This is an optimization exercise on Yosys and OpenROAD, whose aim is small area and a short achievable clock period, not a production implementation.
Only simulation tests tie the RTL to the original design; equivalence was not proved.
No activity file was given, so power comes from the tool's default toggle rates.

[design.v]
module fpconv_classify (
    input  wire [127:0] v,
    input  wire [1:0]   w,
    input  wire         en,
    output wire [2:0]   cls
);
    wire fa_z0;
    wire fa_z1;
    wire fa_z2;
    wire fa_z3;
    wire fa_z4;
    wire fa_z5;
    wire fb_z0;
    wire fb_z1;
    wire fb_z2;
    wire fb_z3;
    wire fb_z4;
    wire fb_z5;
    wire fc_z0;
    wire fc_z1;
    wire fc_z2;
    wire fc_z3;
    wire fc_z4;
    wire fc_z5;
    wire fc_z6;
    wire fc_z7;
    wire fc_z8;
    wire e32_z0;
    wire e32_z1;
    wire e32_n0;
    wire e32_n1;
    wire e64_z0;
    wire e64_z1;
    wire e64_z2;
    wire e64_n0;
    wire e64_n1;
    wire e64_n2;
    wire e80_z0;
    wire e80_z1;
    wire e80_z2;
    wire e80_z3;
    wire e80_n0;
    wire e80_n1;
    wire e80_n2;
    wire e80_n3;
    wire e128_z0;
    wire e128_z1;
    wire e128_z2;
    wire e128_z3;
    wire e128_n0;
    wire e128_n1;
    wire e128_n2;
    wire e128_n3;
    wire fa_nz0;
    wire fa_nz1;
    wire fb_nz0;
    wire fb_nz1;
    wire fc_nz0;
    wire fc_nz1;
    wire e32_nz;
    wire e32_1;
    wire e64_nz;
    wire e64_1;
    wire e80_nz;
    wire e80_1;
    wire e128_nz;
    wire e128_1;
    wire fc_z8_n;
    wire zf32;
    wire zf64a;
    wire zf64b;
    wire zm80a;
    wire zm80b;
    wire zf128a;
    wire zf128b;
    wire zf128c;
    fpconv_nor4 u_g1 (.a(v[0]), .b(v[1]), .c(v[2]), .d(v[3]), .y(fa_z0));
    fpconv_nor4 u_g2 (.a(v[4]), .b(v[5]), .c(v[6]), .d(v[7]), .y(fa_z1));
    fpconv_nor4 u_g3 (.a(v[8]), .b(v[9]), .c(v[10]), .d(v[11]), .y(fa_z2));
    fpconv_nor4 u_g4 (.a(v[12]), .b(v[13]), .c(v[14]), .d(v[15]), .y(fa_z3));
    fpconv_nor4 u_g5 (.a(v[16]), .b(v[17]), .c(v[18]), .d(v[19]), .y(fa_z4));
    fpconv_nor3 u_g6 (.a(v[20]), .b(v[21]), .c(v[22]), .y(fa_z5));
    fpconv_nor4 u_g7 (.a(v[31]), .b(v[32]), .c(v[33]), .d(v[34]), .y(fb_z0));
    fpconv_nor4 u_g8 (.a(v[35]), .b(v[36]), .c(v[37]), .d(v[38]), .y(fb_z1));
    fpconv_nor4 u_g9 (.a(v[39]), .b(v[40]), .c(v[41]), .d(v[42]), .y(fb_z2));
    fpconv_nor4 u_g10 (.a(v[43]), .b(v[44]), .c(v[45]), .d(v[46]), .y(fb_z3));
    fpconv_nor3 u_g11 (.a(v[47]), .b(v[48]), .c(v[49]), .y(fb_z4));
    fpconv_nor2 u_g12 (.a(v[50]), .b(v[51]), .y(fb_z5));
    fpconv_nor4 u_g13 (.a(v[79]), .b(v[80]), .c(v[81]), .d(v[82]), .y(fc_z0));
    fpconv_nor4 u_g14 (.a(v[83]), .b(v[84]), .c(v[85]), .d(v[86]), .y(fc_z1));
    fpconv_nor4 u_g15 (.a(v[87]), .b(v[88]), .c(v[89]), .d(v[90]), .y(fc_z2));
    fpconv_nor4 u_g16 (.a(v[91]), .b(v[92]), .c(v[93]), .d(v[94]), .y(fc_z3));
    fpconv_nor4 u_g17 (.a(v[95]), .b(v[96]), .c(v[97]), .d(v[98]), .y(fc_z4));
    fpconv_nor4 u_g18 (.a(v[99]), .b(v[100]), .c(v[101]), .d(v[102]), .y(fc_z5));
    fpconv_nor3 u_g19 (.a(v[103]), .b(v[104]), .c(v[105]), .y(fc_z6));
    fpconv_nor3 u_g20 (.a(v[106]), .b(v[107]), .c(v[108]), .y(fc_z7));
    fpconv_nor3 u_g21 (.a(v[109]), .b(v[110]), .c(v[111]), .y(fc_z8));
    fpconv_nor4 u_g22 (.a(v[23]), .b(v[24]), .c(v[25]), .d(v[26]), .y(e32_z0));
    fpconv_nor4 u_g23 (.a(v[27]), .b(v[28]), .c(v[29]), .d(v[30]), .y(e32_z1));
    fpconv_nand4 u_g24 (.a(v[23]), .b(v[24]), .c(v[25]), .d(v[26]), .y(e32_n0));
    fpconv_nand4 u_g25 (.a(v[27]), .b(v[28]), .c(v[29]), .d(v[30]), .y(e32_n1));
    fpconv_nor4 u_g26 (.a(v[52]), .b(v[53]), .c(v[54]), .d(v[55]), .y(e64_z0));
    fpconv_nor4 u_g27 (.a(v[56]), .b(v[57]), .c(v[58]), .d(v[59]), .y(e64_z1));
    fpconv_nor3 u_g28 (.a(v[60]), .b(v[61]), .c(v[62]), .y(e64_z2));
    fpconv_nand4 u_g29 (.a(v[52]), .b(v[53]), .c(v[54]), .d(v[55]), .y(e64_n0));
    fpconv_nand4 u_g30 (.a(v[56]), .b(v[57]), .c(v[58]), .d(v[59]), .y(e64_n1));
    fpconv_nand3 u_g31 (.a(v[60]), .b(v[61]), .c(v[62]), .y(e64_n2));
    fpconv_nor4 u_g32 (.a(v[64]), .b(v[65]), .c(v[66]), .d(v[67]), .y(e80_z0));
    fpconv_nor4 u_g33 (.a(v[68]), .b(v[69]), .c(v[70]), .d(v[71]), .y(e80_z1));
    fpconv_nor4 u_g34 (.a(v[72]), .b(v[73]), .c(v[74]), .d(v[75]), .y(e80_z2));
    fpconv_nor3 u_g35 (.a(v[76]), .b(v[77]), .c(v[78]), .y(e80_z3));
    fpconv_nand4 u_g36 (.a(v[64]), .b(v[65]), .c(v[66]), .d(v[67]), .y(e80_n0));
    fpconv_nand4 u_g37 (.a(v[68]), .b(v[69]), .c(v[70]), .d(v[71]), .y(e80_n1));
    fpconv_nand4 u_g38 (.a(v[72]), .b(v[73]), .c(v[74]), .d(v[75]), .y(e80_n2));
    fpconv_nand3 u_g39 (.a(v[76]), .b(v[77]), .c(v[78]), .y(e80_n3));
    fpconv_nor4 u_g40 (.a(v[112]), .b(v[113]), .c(v[114]), .d(v[115]), .y(e128_z0));
    fpconv_nor4 u_g41 (.a(v[116]), .b(v[117]), .c(v[118]), .d(v[119]), .y(e128_z1));
    fpconv_nor4 u_g42 (.a(v[120]), .b(v[121]), .c(v[122]), .d(v[123]), .y(e128_z2));
    fpconv_nor3 u_g43 (.a(v[124]), .b(v[125]), .c(v[126]), .y(e128_z3));
    fpconv_nand4 u_g44 (.a(v[112]), .b(v[113]), .c(v[114]), .d(v[115]), .y(e128_n0));
    fpconv_nand4 u_g45 (.a(v[116]), .b(v[117]), .c(v[118]), .d(v[119]), .y(e128_n1));
    fpconv_nand4 u_g46 (.a(v[120]), .b(v[121]), .c(v[122]), .d(v[123]), .y(e128_n2));
    fpconv_nand3 u_g47 (.a(v[124]), .b(v[125]), .c(v[126]), .y(e128_n3));
    fpconv_nand4 u_g48 (.a(fa_z0), .b(fa_z1), .c(fa_z2), .d(fa_z3), .y(fa_nz0));
    fpconv_nand2 u_g49 (.a(fa_z4), .b(fa_z5), .y(fa_nz1));
    fpconv_nand4 u_g50 (.a(fb_z0), .b(fb_z1), .c(fb_z2), .d(fb_z3), .y(fb_nz0));
    fpconv_nand2 u_g51 (.a(fb_z4), .b(fb_z5), .y(fb_nz1));
    fpconv_nand4 u_g52 (.a(fc_z0), .b(fc_z1), .c(fc_z2), .d(fc_z3), .y(fc_nz0));
    fpconv_nand4 u_g53 (.a(fc_z4), .b(fc_z5), .c(fc_z6), .d(fc_z7), .y(fc_nz1));
    fpconv_nand2 u_g54 (.a(e32_z0), .b(e32_z1), .y(e32_nz));
    fpconv_nor2 u_g55 (.a(e32_n0), .b(e32_n1), .y(e32_1));
    fpconv_nand3 u_g56 (.a(e64_z0), .b(e64_z1), .c(e64_z2), .y(e64_nz));
    fpconv_nor3 u_g57 (.a(e64_n0), .b(e64_n1), .c(e64_n2), .y(e64_1));
    fpconv_nand4 u_g58 (.a(e80_z0), .b(e80_z1), .c(e80_z2), .d(e80_z3), .y(e80_nz));
    fpconv_nor4 u_g59 (.a(e80_n0), .b(e80_n1), .c(e80_n2), .d(e80_n3), .y(e80_1));
    fpconv_nand4 u_g60 (.a(e128_z0), .b(e128_z1), .c(e128_z2), .d(e128_z3), .y(e128_nz));
    fpconv_nor4 u_g61 (.a(e128_n0), .b(e128_n1), .c(e128_n2), .d(e128_n3), .y(e128_1));
    fpconv_inv1 u_g62 (.a(fc_z8), .y(fc_z8_n));
    fpconv_nor2 u_g63 (.a(fa_nz0), .b(fa_nz1), .y(zf32));
    fpconv_nor3 u_g64 (.a(fa_nz0), .b(fa_nz1), .c(e32_nz), .y(zf64a));
    fpconv_nor2 u_g65 (.a(fb_nz0), .b(fb_nz1), .y(zf64b));
    fpconv_nor3 u_g66 (.a(fa_nz0), .b(fa_nz1), .c(e32_nz), .y(zm80a));
    fpconv_nor3 u_g67 (.a(fb_nz0), .b(fb_nz1), .c(e64_nz), .y(zm80b));
    fpconv_nor4 u_g68 (.a(fa_nz0), .b(fa_nz1), .c(e32_nz), .d(fb_nz0), .y(zf128a));
    fpconv_nor4 u_g69 (.a(fb_nz1), .b(e64_nz), .c(v[63]), .d(e80_nz), .y(zf128b));
    fpconv_nor3 u_g70 (.a(fc_nz0), .b(fc_nz1), .c(fc_z8_n), .y(zf128c));
    wire ew0 = en & (w == 2'd0);
    wire ew1 = en & (w == 2'd1);
    wire ew2 = en & (w == 2'd2);
    wire ew3 = en & (w == 2'd3);
    wire new0, new1, new2, new3;
    fpconv_inv1 u_new0 (.a(ew0), .y(new0));
    fpconv_inv1 u_new1 (.a(ew1), .y(new1));
    fpconv_inv1 u_new2 (.a(ew2), .y(new2));
    fpconv_inv1 u_new3 (.a(ew3), .y(new3));
    wire nq0, nq1, nq2, nq3;
    fpconv_nand2 u_nq0 (.a(ew0), .b(e32_1), .y(nq0));
    fpconv_nand2 u_nq1 (.a(ew1), .b(e64_1), .y(nq1));
    fpconv_nand3 u_nq2 (.a(ew2), .b(e80_1), .c(v[63]), .y(nq2));
    fpconv_nand2 u_nq3 (.a(ew3), .b(e128_1), .y(nq3));
    wire den0, den1, den2, den3;
    fpconv_nor2 u_den0 (.a(new0), .b(e32_nz), .y(den0));
    fpconv_nor2 u_den1 (.a(new1), .b(e64_nz), .y(den1));
    fpconv_nor2 u_den2 (.a(new2), .b(e80_nz), .y(den2));
    fpconv_nor2 u_den3 (.a(new3), .b(e128_nz), .y(den3));
    wire nan0, nan1, nan2, nan3;
    fpconv_nor2  u_nan0 (.a(zf32), .b(nq0), .y(nan0));
    fpconv_a21oi u_nan1 (.a(zf64a), .b(zf64b), .c(nq1), .y(nan1));
    fpconv_a21oi u_nan2 (.a(zm80a), .b(zm80b), .c(nq2), .y(nan2));
    fpconv_a31oi u_nan3 (.a(zf128a), .b(zf128b), .c(zf128c), .d(nq3), .y(nan3));
    wire nden, nnan, nunr;
    fpconv_nor4  u_nden (.a(den0), .b(den1), .c(den2), .d(den3), .y(nden));
    fpconv_nor4  u_nnan (.a(nan0), .b(nan1), .c(nan2), .d(nan3), .y(nnan));
    fpconv_nand2 u_cls0 (.a(nden), .b(nnan), .y(cls[0]));
    fpconv_nand4 u_cls1 (.a(nq0), .b(nq1), .c(nq2), .d(nq3), .y(cls[1]));
    fpconv_nand2 u_nunr (.a(ew2), .b(e80_nz), .y(nunr));
    fpconv_nor2  u_cls2 (.a(nunr), .b(v[63]), .y(cls[2]));
endmodule
module fpconv_inv1 (
    input  wire a,
    output wire y
);
    assign y = ~a;
endmodule
module fpconv_nor2 (
    input  wire a, b,
    output wire y
);
    assign y = ~(a | b);
endmodule
module fpconv_nor3 (
    input  wire a, b, c,
    output wire y
);
    assign y = ~(a | b | c);
endmodule
module fpconv_nor4 (
    input  wire a, b, c, d,
    output wire y
);
    assign y = ~(a | b | c | d);
endmodule
module fpconv_nand2 (
    input  wire a, b,
    output wire y
);
    assign y = ~(a & b);
endmodule
module fpconv_nand3 (
    input  wire a, b, c,
    output wire y
);
    assign y = ~(a & b & c);
endmodule
module fpconv_nand4 (
    input  wire a, b, c, d,
    output wire y
);
    assign y = ~(a & b & c & d);
endmodule
module fpconv_a21oi (
    input  wire a, b, c,
    output wire y
);
    assign y = ~((a & b) | c);
endmodule
module fpconv_a31oi (
    input  wire a, b, c, d,
    output wire y
);
    assign y = ~((a & b & c) | d);
endmodule
module fpconv_core (
    input  wire [2:0]  op,
    input  wire [1:0]  wsel,
    input  wire [63:0] x0,
    input  wire [63:0] x1,
    input  wire [1:0]  layout,
    input  wire        host_le,
    output wire [63:0] y0,
    output wire [63:0] y1,
    output wire [2:0]  cls,
    output wire [1:0]  err
);
    wire le = host_le;
    wire op_encx = (op == 3'd0);
    wire op_decx = (op == 3'd1);
    wire op_f32  = (op[2:1] == 2'b01);
    wire op_f64  = (op[2:1] == 2'b10);
    wire op_cls  = (op == 3'd6);
    wire l_dbl  = (layout == 2'd0);
    wire l_x87  = (layout == 2'd1);
    wire l_quad = (layout == 2'd2);
    wire l_none = (layout == 2'd3);
    wire x1e_nz, x0e_nz;
    fpconv_or15 u_x1e (.a(x1[14:0]), .y(x1e_nz));
    fpconv_or15 u_x0e (.a(x0[14:0]), .y(x0e_nz));
    wire enc_x87 = op_encx & l_x87;
    wire kill    = enc_x87 & (le ? (x1e_nz & ~x0[63]) : (x0e_nz & ~x1[63]));
    assign err[1] = (op_encx | op_decx) & l_none;
    assign err[0] = kill;
    wire s_a    = op_encx & l_dbl;                    
    wire s_b_le = enc_x87 &  le;                      
    wire s_b_be = enc_x87 & ~le;
    wire s_q_le = (op_encx | op_decx) & l_quad &  le;  
    wire s_q_be = (op_encx | op_decx) & l_quad & ~le;  
    wire s_d    = op_decx & l_dbl;                    
    wire s_e_le = op_decx & l_x87 &  le;              
    wire s_e_be = op_decx & l_x87 & ~le;
    wire s_hi   = s_q_be | op_f64;                    
    wire s_lo   = s_hi | op_f32;                      
    wire x_a = x0[62] ? (&x0[61:52]) : (|x0[61:52]);
    wire x_d = x0[58] ? (&x0[62:48]) : (|x0[62:48]);
    genvar i;
    generate
        for (i = 0; i < 16; i = i + 1) begin : g_y0a
            fpconv_ao8k u_ao (.k(kill),
                .s({s_a, s_b_le, s_b_be, s_q_le, s_lo,
                    s_d, s_e_le, s_e_be}),
                .d({x0[i+4], x0[i+16], x1[i+16], x1[i], x0[i],
                    (i < 4) ? x1[(i+60)%64] : x0[(i+60)%64],
                    x1[i+48], x0[i+48]}),
                .y(y0[i]));
        end
        for (i = 16; i < 62; i = i + 1) begin : g_y0b
            fpconv_ao7k u_ao (.k(kill),
                .s({s_a, s_b_le, s_b_be, s_q_le, (i < 32) ? s_lo : s_hi,
                    s_d, s_e_le}),
                .d({(i >= 58) ? x_a : x0[(i+4)%64],
                    (i < 48) ? x0[(i+16)%64] : x1[(i+16)%64],
                    (i < 48) ? x1[(i+16)%64] : x0[(i+16)%64],
                    x1[i], x0[i], x0[i-4], x0[i-16]}),
                .y(y0[i]));
        end
    endgenerate
    fpconv_ao6k u_y0_62 (.k(kill),
        .s({s_hi | s_a, s_d, s_b_le, s_b_be, s_q_le, s_e_le}),
        .d({x0[62], x_d, x1[14], x0[14], x1[62], x0[46]}),
        .y(y0[62]));
    fpconv_ao5k u_y0_63 (.k(kill),
        .s({s_hi | s_a | s_d, s_b_le, s_b_be, s_q_le, s_e_le}),
        .d({x0[63], x1[15], x0[15], x1[63], x0[47]}),
        .y(y0[63]));
    generate
        for (i = 0; i < 16; i = i + 1) begin : g_y1a
            fpconv_ao4 u_ao (
                .s({s_q_le, s_q_be, s_e_le, s_e_be}),
                .d({x0[i], x1[i], x0[i+48], x1[i+48]}),
                .y(y1[i]));
        end
        for (i = 16; i < 48; i = i + 1) begin : g_y1b
            fpconv_ao3 u_ao (
                .s({s_q_le, s_q_be, s_e_be}),
                .d({x0[i], x1[i], x0[i-16]}),
                .y(y1[i]));
        end
        for (i = 48; i < 60; i = i + 1) begin : g_y1c
            fpconv_ao5k u_ao (.k(kill),
                .s({s_b_le, s_b_be, s_q_le, s_q_be, s_e_be}),
                .d({x0[i-48], x1[i-48], x0[i], x1[i], x0[i-16]}),
                .y(y1[i]));
        end
        for (i = 60; i < 64; i = i + 1) begin : g_y1d
            fpconv_ao6k u_ao (.k(kill),
                .s({s_a, s_b_le, s_b_be, s_q_le, s_q_be, s_e_be}),
                .d({x0[i-60], x0[i-48], x1[i-48], x0[i], x1[i], x0[i-16]}),
                .y(y1[i]));
        end
    endgenerate
    fpconv_classify u_cls (.v({x1, x0}), .w(wsel), .en(op_cls), .cls(cls));
endmodule
module fpconv_ao3 (
    input  wire [2:0] s,
    input  wire [2:0] d,
    output wire       y
);
    assign y = |(s & d);
endmodule
module fpconv_ao4 (
    input  wire [3:0] s,
    input  wire [3:0] d,
    output wire       y
);
    assign y = |(s & d);
endmodule
module fpconv_ao5k (
    input  wire [4:0] s,
    input  wire [4:0] d,
    input  wire       k,
    output wire       y
);
    assign y = ~k & |(s & d);
endmodule
module fpconv_ao6k (
    input  wire [5:0] s,
    input  wire [5:0] d,
    input  wire       k,
    output wire       y
);
    assign y = ~k & |(s & d);
endmodule
module fpconv_ao7k (
    input  wire [6:0] s,
    input  wire [6:0] d,
    input  wire       k,
    output wire       y
);
    assign y = ~k & |(s & d);
endmodule
module fpconv_ao8k (
    input  wire [7:0] s,
    input  wire [7:0] d,
    input  wire       k,
    output wire       y
);
    assign y = ~k & |(s & d);
endmodule
module fpconv_or15 (
    input  wire [14:0] a,
    output wire        y
);
    assign y = |a;
endmodule
module fpconv (
    input  wire        clk,
    input  wire [2:0]  op,
    input  wire [1:0]  wsel,
    input  wire [63:0] x0,
    input  wire [63:0] x1,
    input  wire [1:0]  layout,
    input  wire        host_le,
    output reg  [63:0] y0,
    output reg  [63:0] y1,
    output reg  [2:0]  cls,
    output reg  [1:0]  err
);
    wire [63:0] y0_d, y1_d;
    wire [2:0]  cls_d;
    wire [1:0]  err_d;
    fpconv_core u_core (
        .op(op), .wsel(wsel), .x0(x0), .x1(x1),
        .layout(layout), .host_le(host_le),
        .y0(y0_d), .y1(y1_d), .cls(cls_d), .err(err_d)
    );
    always @(posedge clk) begin
        y0  <= y0_d;
        y1  <= y1_d;
        cls <= cls_d;
        err <= err_d;
    end
endmodule
[config.mk]
export PLATFORM = sky130hd
export DESIGN_NAME = fpconv
export DESIGN_NICKNAME = fpconv
export VERILOG_FILES = /design/flow/design.v
export SDC_FILE = /design/flow/constraint.sdc
export NUM_CORES = 4
export LEC_CHECK = 0
export CAP_MARGIN = 20
export CORE_MARGIN = 2
export CORE_UTILIZATION = 30
export SETUP_SLACK_MARGIN = 2.7
export SLEW_MARGIN = 20
export SYNTH_HIERARCHICAL = 1
export SYNTH_MINIMUM_KEEP_SIZE = 0
[standard.sh]
#!/bin/bash
# synth_recipe.tcl (not shown) runs the flow's synth.tcl, then flattens the netlist and writes it again
# the make line also repeats each setting of config.mk as NAME=value (left out here)
make -C /OpenROAD-flow-scripts/flow DESIGN_CONFIG=/design/flow/config.mk WORK_HOME=/design/flow/orfs CLKGATE_MAP_FILE= SYNTH_SCRIPT=/design/flow/synth_recipe.tcl "${@:-finish}"
[constraint.sdc]
create_clock -name core_clock -period 5.0 [get_ports {clk}]
set_input_delay 1.0000 -clock core_clock [delete_from_list [all_inputs] [get_ports {clk}]]
set_output_delay 1.0000 -clock core_clock [all_outputs]
set_load 0.01 [all_outputs]
[flow/run.sh]
#!/bin/bash
# Standard layout, but the port buffers are small plain buffers instead of
# the delay buffers buffer_ports picks by default, and CTS inserts no dummy
# loads. Each tool's full output stays in ./orfs/logs (ORFS) and ./std.log.
set -euo pipefail
export BUFFER_PORTS_ARGS="-buffer_cell sky130_fd_sc_hd__buf_2"
export CTS_ARGS="-sink_clustering_enable -repair_clock_nets -dont_use_dummy_load"
bash standard.sh finish > std.log 2>&1
==> qor.csv <==
stage,metric,value,unit
status,run status,"complete, no violations",
sta,maximum clock rate,430,MHz
yosys,area share of the largest cell type after synthesis,37.9,%
clock_tree,"buffers from clock root to sink, at most",2,
power_and_ir_drop,Pwr Density,277,nW/um^2
clock_tree,level count of the clock H-tree,4,
yosys,synth cell count leaders,"216 x a22oi_1, 133 x dfxtp_1, 91 x a222oi_1, 52 x a31oi_1, 41 x inv_1",
worst_setup_path,top fanout value on the critical path,10,
worst_setup_path,Slowest cell on crit path,nor4_4,
run,max-cap violation count,0,
yosys,post-synthesis cell area,7030,sq um
place,estimated wirelength of the detail-placed design,25.1,mm
die,width of the die,157,um
worst_setup_path,Setup crit end kind,flip-flop,
worst_setup_path,dominant cell type by count on the critical path,nor4_2,
sta,final period demand of the worst path,2.32,ns
layout,layout cells sized above 1,37.9,%
die,Starting Density,30.2,%
global_routing,total routing resource utilization after global routing,31.6,%
clock_tree,CTS tree,yes,
drt,count of nets left with antenna violations after detail routing,0,
power_and_ir_drop,maximum vdd drop,0.170,mV
sta,total setup violations reported at the end of the flow,0,
worst_setup_path,data arrival at the endpoint of the critical path,2.61,ns
min_path,Hold Path Class,input pin to flip-flop,
yosys,main combinational cell family by area after synthesis,compound AO/OA/AOI/OAI gates,
yosys,mux cell area share after synthesis,0,%
min_path,hold_sp,x1[40],
clock_tree,clock tree root driver cell,clkbuf_16,
worst_setup_path,Critical Path Max Stage Delay,0.31,ns
yosys,commonest register cell after synthesis,dfxtp_1,
die,number of top-level pins,270,
sta,Final Hold Slack,0.875,ns
layout,Sequential cell area,2660,sq um
power_and_ir_drop,PnR Total Power,2.72,mW
yosys,syn_nets,857,
clock_tree,cts hold-fix bufs,0,
yosys,synthesis-stage register bit count,133,
yosys,count of flip-flops with a built-in enable after synthesis,0,
sta,final clock period utilization by the worst path,46.5,%
sta,Slew @ Worst Pin,0.604,ns
clock_tree,TritonCTS Sinks,133,
min_path,worst hold path cell count,3,
die,vertical die dimension,157,um
drt,post-DR wirelength/cell,30.5,um
drt,count of vias placed by the detailed router,9694,
sta,RSZ-0062 raised after global routing,yes,
drt,total iterations of the first detailed-routing run,13,
layout,Filler Cell Count,2387,
yosys,mean area per synthesized cell,9.77,sq um
layout,area of combinational cells with multiple inputs,4480,sq um
drt,detailed-route wire length,41.7,mm
yosys,compound-cell area share of the yosys netlist,44.6,%
layout,final design utilization,42.2,%
place,routability congestion estimate,0.990,
yosys,share of flip-flops with an asynchronous set or reset,0,%
layout,area growth from synthesis to layout,39.6,%
drt,initial drt markers,2160,
sta,post-route setup TNS,0,ns
global_routing,first-pass GRT wire length,58.5,mm
min_path,sink of the worst hold path,y1[40]$_DFF_P_,
die,number of standard-cell rows in the floorplan,56,
yosys,post-synthesis sequential area ratio,37.9,%
worst_setup_path,cells traversed along the worst timing path,"buf_2, nor4_4, nand4_1, buf_4, nor4_2, a31oi_1, nor4_2, nand2_1",
sta,hold violation count in the final report,0,
layout,net total in the final layout,1182,
yosys,most used standard cell by instance count after synthesis,a22oi_1,
die,Total Die Area,24700,sq um
yosys,count of different cell masters after synthesis,36,
place,dpl ws,1.62,ns
global_routing,initial antenna violation count,3,
yosys,synth warn,7,
sta,Final Max Tran Viols,0,
yosys,"area fraction in and, or, nand and nor cells after synthesis",15.1,%
global_routing,vias in the first global route,8815,
yosys,xor and xnor fraction of the mapped netlist area,0,%
worst_setup_path,required time of the worst setup path,5.29,ns
yosys,adder-cell share of the synthesized area,0,%
yosys,number of cells produced by synthesis,720,
die,area of the placeable core,23300,sq um
global_routing,maximum number of pins on one net before global-route repair,71,
place,Port Buffer Count,269,
sta,max-slew headroom at the worst pin,59.7,%
clock_tree,Inserted Clock Buffers,17,
clock_tree,CTS clock-pin slew for the worst setup and hold paths,0.05,ns
drt,number of vias per cell,7.10,
yosys,top post-synthesis cells by area,"dfxtp_1 38%, a22oi_1 23%, a222oi_1 13%",
drt,Remaining DRCs,0,
sta,Final WS setup,2.68,ns
global_routing,sum of overflow across all layers after global routing,0,
yosys,cell taking the most area after synthesis,dfxtp_1,
worst_setup_path,kind of start point of the critical path,input pin,
worst_setup_path,kind of critical path,input pin to flip-flop,
power_and_ir_drop,leakage power,3.88,nW
[what timing repair did]
| item | 4_1_cts | 5_1_grt |
|---|---|---|
| pin swaps | 5 | 3 |
| setup buffers | 4 | 9 |
| cloned | 8 | 4 |
| gates resized for setup | 14 | 25 |
| endpoints found under the setup margin | 127 | 90 |
| endpoints found under the hold margin | 0 | 0 |
[state kept, by name, summed over array words and instances (netlist names)]
register / cells
cls: 3
err: 2
y0: 64
y1: 64
[worst max path at each step]
stage | from | to | slack [ns] | depth (start not counted)
5_1_grt | op[1] | y0[12]$_DFF_P_ | 2.64 | 7
3_3_place_gp | op[2] | y0[40]$_DFF_P_ | 1.70 | 6
4_1_cts | layout[0] | y0[12]$_DFF_P_ | 2.67 | 6
6_report | x0[5] | cls[0]$_DFF_P_ | 2.68 | 8
2_1_floorplan | op[2] | y1[48]$_DFF_P_ | 1.60 | 6
3_5_place_dp | op[2] | y0[53]$_DFF_P_ | 1.62 | 6
[worst max-delay path: cells and delay by family]
family,cells,cell delay [ns]
AO/OA/AOI/OAI,1,0.15
buffers and inverters,2,0.38
AND/OR/NAND/NOR,5,1.06
[power by group]
part	internal (mW)	switching (mW)	leakage, nW
Sequential	1.13	0.0261	1.09
Clock	0.588	0.444	0.210
Combinational	0.178	0.359	2.58
[Yosys stat by module (local to each module, per instance), a selection]
module	cells	times used
fpconv_nand4	1	17
fpconv_ao6k	4	5
fpconv_nor3	1	13
fpconv_ao4	3	16
fpconv_inv1	1	5
fpconv_ao5k	3	13
fpconv_nor2	1	10
fpconv_a31oi	1	1
fpconv_ao3	2	32
fpconv_a21oi	1	2
fpconv_ao8k	5	16
fpconv_nor4	1	31
[layout make-up]
type | count | area share [%]
multi-input combinational | 554 | 45.6
clock buffer | 17 | 4.33
tap | 319 | 4.07
timing repair buffer | 298 | 17.2
antenna | 3 | 0.0765
inverter | 41 | 1.57
sequential | 133 | 27.1
[layout by cell type, fill, tap and decap left out, drive strengths merged, types with 2 or more instances in the layout]
| cell | count |
|---|---|
| nand3 | 6 |
| o32a | 2 |
| diode | 3 |
| nand2 | 28 |
| nor2 | 18 |
| buf | 295 |
| a22oi | 216 |
| inv | 41 |
| clkbuf | 20 |
| a31oi | 52 |
| nand4 | 22 |
| and2 | 4 |
| a222oi | 91 |
| and2b | 5 |
| nor3b | 2 |
| dfxtp | 133 |
| a21o | 2 |
| and3 | 5 |
| a41oi | 16 |
| and3b | 2 |
| o21bai | 3 |
| nor3 | 17 |
| a21oi | 16 |
| nor4 | 41 |
[per-layer routing]
metal / routed length (um) / track usage (%) / vias up
met4: 2010 / 13.9 / 0
met2: 18300 / 48.1 / 980
met1: 15700 / 42.1 / 4585
li1: - / - / 3932
met3: 5780 / 8.31 / 197
met5: 0 / 0 / -
[cell families after synthesis]
kind of cell | count (synthesis)
AO/OA/AOI/OAI | 397
AND/OR/NAND/NOR | 146
flip-flops | 133
buffers and inverters | 44
[through the flow]
step                      instances  area (sq um)
final                          1365          9820
after global routing           1365          9820
after CTS                      1349          9570
after detailed placement       1320          8980
after global placement         1320          8980
after floorplan                 720          7110

afterwards: timing with drivers on the ports:
Ports are ideal in the flow. The routed layout listed here was re-timed in OpenROAD.
Step 1: set_driving_cell puts a clkbuf_16 on clk and a buf_2 on each other input, an assumption about the parent block.
Step 2 times the ports against the registers' clock, not the clock port: input delays grow and output delays shrink by t, the midpoint of the rising clock arrivals with the driver on.
Three values: ideal, step 1, step 2; two values: the first two.
t (ns): 0.474
setup slack, ns: 2.675 / 2.705 / 2.232
worst hold slack (ns): 0.875 / 0.847 / 1.321
worst register clock-pin slew, ns: 0.07 / 0.07
After both steps this run still meets setup and hold. For this run, drivers alone change the setup slack by +0.030 ns; drivers and shift together by -0.443 ns.
